Background: an optimization exercise with open tools, aiming at small area, a short achievable clock period and few clock cycles per item. Do not read the settings as production practice.
RTL that was checked went through simulation tests only; none was proved equivalent to the original.
Power and IR drop assume default switching activity.

Design calc_alu64, start of the top module:
module calc_alu64 (
  input  wire        clk,
  input  wire        rst,
  input  wire        in_valid,
  output wire        in_ready,
  input  wire [1:0]  op,         
  input  wire [63:0] a,
  input  wire [63:0] b,
  output reg         out_valid,
  output wire [63:0] result
);
Settings: LEC_CHECK=0, ABC_CLOCK_PERIOD_IN_PS=3000, CAP_MARGIN=20, CORE_MARGIN=2, CORE_UTILIZATION=40, PLACE_DENSITY=0.6, SETUP_SLACK_MARGIN=5, SLEW_MARGIN=20; clock period 10.0 ns.
standard.sh (not shown) runs the stock make flow with config.mk's settings and CLKGATE_MAP_FILE= SYNTH_SCRIPT=/design/flow/synth_recipe.tcl, a recipe that flattens the netlist after the stock synthesis.
==> flow/flow/run.sh <==
#!/bin/bash
set -euo pipefail
bash standard.sh "BUFFER_PORTS_ARGS=-buffer_cell sky130_fd_sc_hd__buf_2" SETUP_SLACK_MARGIN=5.25 finish > flow_make.log 2>&1
The starting point finished with timing, DRC and antenna clean.
Testbench counts at the start, summed over its fixed seeds: cycles 24,761, items 4,800.
Rerun with:
==> flow/flow/run.sh (replaced) <==
#!/bin/bash
set -euo pipefail
bash standard.sh "BUFFER_PORTS_ARGS=-buffer_cell sky130_fd_sc_hd__buf_2" SETUP_SLACK_MARGIN=5.5 finish > flow_make.log 2>&1
After rerunning:
- power grows by 6.5%
- sequential share of layout area shrinks by 0.68 points
- via count grows by 1.3%
- worst hold slack stays flat
- cell area grows by 3.5%
- routed wire length grows by 3.6%
- worst setup slack is better by 0.13 ns
- register-to-register slack is better by 0.06 ns
- final cell count grows by 0.94%
- area after synthesis does not change
- first-iteration DRC count grows by 9.9%
Rerun with:
--- a/flow/config.mk
+++ b/flow/config.mk
@@ -8,3 +8,3 @@
 export ABC_CLOCK_PERIOD_IN_PS = 3000
-export CAP_MARGIN = 20
+export CAP_MARGIN = 5
 export CORE_MARGIN = 2
@@ -13,2 +13,2 @@
 export SETUP_SLACK_MARGIN = 5
-export SLEW_MARGIN = 20
+export SLEW_MARGIN = 5
Outcome: Worst hold slack does not change; first-iteration DRC count does not change; non-clock buffer count is unchanged; total power stays the same.
Rerun with:
--- a/flow/config.mk
+++ b/flow/config.mk
@@ -8,7 +8,7 @@
 export ABC_CLOCK_PERIOD_IN_PS = 3000
-export CAP_MARGIN = 5
+export CAP_MARGIN = 20
 export CORE_MARGIN = 2
 export CORE_UTILIZATION = 40
-export PLACE_DENSITY = 0.6
+export PLACE_DENSITY = 0.7
 export SETUP_SLACK_MARGIN = 5
-export SLEW_MARGIN = 5
+export SLEW_MARGIN = 20
After rerunning: Power went up slightly. Wire length came out lower by a few percent. Synthesized cell count is unchanged. Global-route usage went down by 1.2 points. Combinational power rose slightly.

========
The RTL this note starts from:
==> flow/design.v <==
module calc_alu64 (
  input  wire        clk,
  input  wire        rst,
  input  wire        in_valid,
  output wire        in_ready,
  input  wire [1:0]  op,         
  input  wire [63:0] a,
  input  wire [63:0] b,
  output reg         out_valid,
  output wire [63:0] result
);
  localparam OP_ADD = 2'd0, OP_SUB = 2'd1, OP_MUL = 2'd2, OP_DIV = 2'd3;
  reg        rdy;      
  reg        v;        
  reg        e1;       
  reg        ms;       
  reg        ds;       
  reg [1:0]  opr;
  reg        inv;      
  reg [3:0]  sh;       
  reg [6:0]  cnt;      
  reg [67:0] X;        
  reg [66:0] Y;        
  reg [63:0] R;        
  assign in_ready = rdy;
  assign result   = R;
  function automatic [63:0] smear(input [63:0] x);    
    reg [63:0] s;
    integer k;
    begin
      s = x;
      for (k = 1; k < 64; k = k * 2)
        s = s | (s >> k);
      smear = s;
    end
  endfunction
  wire [63:0] sa = smear(X[63:0]);
  wire [63:0] sb = smear(Y[63:0]);
  wire        b_longer = |(sb & ~sa);
  wire        zb = ~sb[0];
  function automatic [5:0] lod64(input [63:0] x);
    reg [63:0] vv;
    reg [383:0] pp;      
    integer lvl, i;
    begin
      vv = x;
      pp = 384'd0;
      for (lvl = 0; lvl < 6; lvl = lvl + 1) begin
        for (i = 0; i < (32 >> lvl); i = i + 1) begin
          if (vv[2*i+1])
            pp[6*i +: 6] = pp[6*(2*i+1) +: 6] | (6'd1 << lvl);
          else
            pp[6*i +: 6] = pp[6*(2*i) +: 6];
          vv[i] = vv[2*i+1] | vv[2*i];
        end
      end
      lod64 = pp[5:0];
    end
  endfunction
  wire [5:0] pa = lod64(X[63:0]);
  wire [5:0] pb = lod64(Y[63:0]);
  wire [5:0] dpos = pa - pb;             
  wire [67:0] asum = X + ({1'b0, Y} ^ {68{inv}}) + {67'd0, inv};
  wire        q    = ~asum[67];          
  wire [63:0] pp0  = Y[0] ? X[63:0] : 64'd0;
  wire [63:0] pp1  = Y[1] ? {X[62:0], 1'b0} : 64'd0;
  wire [63:0] cs_s = R ^ pp0 ^ pp1;
  wire [63:0] cs_c = (R & pp0) | (R & pp1) | (pp0 & pp1);
  wire [63:0] msum = cs_s + {cs_c[62:0], 1'b0};
  wire [66:0] yshift = {Y[63:0], 3'b000} << {sh, 2'b00};
  wire addsub = ~opr[1];
  wire is_mul = (opr == OP_MUL);
  wire div_q0 = zb | b_longer;           
  always @(posedge clk) begin
    if (rst) begin
      rdy       <= 1'b1;
      v         <= 1'b0;
      e1        <= 1'b0;
      ms        <= 1'b0;
      ds        <= 1'b0;
      out_valid <= 1'b0;
    end else begin
      v         <= rdy & in_valid;
      e1        <= v & ~addsub & ~is_mul & ~div_q0;
      ms        <= (v & is_mul) | (ms & ~rdy);
      ds        <= e1 | (ds & ~rdy);
      out_valid <= (v & (addsub | (~is_mul & div_q0))) | ((ms | ds) & rdy);
      if (rdy)
        rdy <= ~(in_valid & op[1]);
      else if (v)
        rdy <= is_mul ? ((X[63:2] == 62'd0) | (Y[63:2] == 62'd0)) : div_q0;
      else if (ms)
        rdy <= (Y[63:4] == 60'd0);
      else if (ds)
        rdy <= (cnt == 7'd2);
      else
        rdy <= 1'b0;    
    end
  end
  always @(posedge clk) begin
    if (rdy) begin
      opr <= op;
      inv <= op[0];
    end else if (ds) begin
      inv <= q;
    end
    sh  <= dpos[5:2];
    cnt <= ds ? cnt - 7'd1 : {1'b0, sh, 2'b00} + 7'd4;
    if (rdy) begin
      X <= {4'd0, a};
      Y <= {3'd0, b};
    end else if (v & is_mul & b_longer) begin
      X <= {4'd0, Y[63:0]};
      Y <= {3'd0, X[63:0]};
    end else if (e1) begin
      Y <= yshift;
    end else if (ms) begin
      X <= {X[65:0], 2'b00};
      Y <= {2'b00, Y[66:2]};
    end else if (ds) begin
      X <= asum;
      Y <= {1'b0, Y[66:1]};
    end
    if (v | e1)
      R <= (v & addsub) ? asum[63:0] : 64'd0;
    else if (ds)
      R <= {R[62:0], q};
    else
      R <= msum;
  end
endmodule
==> flow/config.mk <==
export PLATFORM = sky130hd
export DESIGN_NAME = calc_alu64
export DESIGN_NICKNAME = calc_alu64
export VERILOG_FILES = /design/flow/design.v
export SDC_FILE = /design/flow/constraint.sdc
export NUM_CORES = 4
export LEC_CHECK = 0
export CAP_MARGIN = 20
export CORE_MARGIN = 2
export CORE_UTILIZATION = 40
export PLACE_DENSITY = 0.6
export SLEW_MARGIN = 20
==> flow/constraint.sdc <==
create_clock -name core_clock -period 10.0 [get_ports {clk}]
set_input_delay 2.0000 -clock core_clock [delete_from_list [all_inputs] [get_ports {clk}]]
set_output_delay 2.0000 -clock core_clock [all_outputs]
set_load 0.01 [all_outputs]
run.sh (not shown) runs the stock make flow with config.mk's settings and CLKGATE_MAP_FILE= SYNTH_SCRIPT=/design/flow/synth_recipe.tcl, a recipe that flattens the netlist after the stock synthesis.
Stock flow here: none of the scripts above is used.
Change:
Settings changed: ABC_CLOCK_PERIOD_IN_PS from default to 3000, SETUP_SLACK_MARGIN from default to 5.
After rerunning: Routed wire length is higher slightly; global-route usage went up by 0.14 points; core utilization grows by 0.92 points; cell area came out higher by a few percent; non-clock buffer count went up by 15; setup slack gains 1300 ps; clock power is about the same; first-iteration DRC count climbs slightly.
No run of this note included a check of the RTL's function; only the layout flow was run.

## afterwards: timing with drivers on the ports
Ports are ideal in the flow. The routed layouts listed here were re-timed in OpenROAD.
Step 1, drivers: a clkbuf_16 drives clk and a buf_2 each remaining input, both assumed.
Step 2 times the ports against the registers' clock, not the clock port: input delays grow and output delays shrink by t, the midpoint of the rising clock arrivals with the driver on.
Slacks: ideal / step 1 / step 2; pairs: ideal / step 1.
run | t, ns | setup WS [ns] | worst setup path after step 2 | latest minus earliest clock arrival (ns)
the first run of note 1 | 0.667 | 5.234 / 5.277 / 4.611 | input to register | 0.012 / 0.013
the second run of note 1 | 0.669 | 5.360 / 5.360 / 4.897 | input to register | 0.024 / 0.023
the third run of note 1 | 0.669 | 5.360 / 5.360 / 4.897 | input to register | 0.024 / 0.023
the fourth run of note 1 | 0.653 | 5.344 / 5.344 / 4.925 | input to register | 0.026 / 0.026
the first run of note 2 | 0.676 | 3.827 / 3.827 / 3.827 | register to register | 0.038 / 0.038
the second run of note 2 | 0.677 | 5.096 / 5.096 / 5.096 | register to register | 0.035 / 0.035
After both steps setup and hold are still met in every run listed. For the first run of note 1, which loses most, drivers alone change the setup slack by +0.043 ns; drivers and shift together by -0.623 ns.
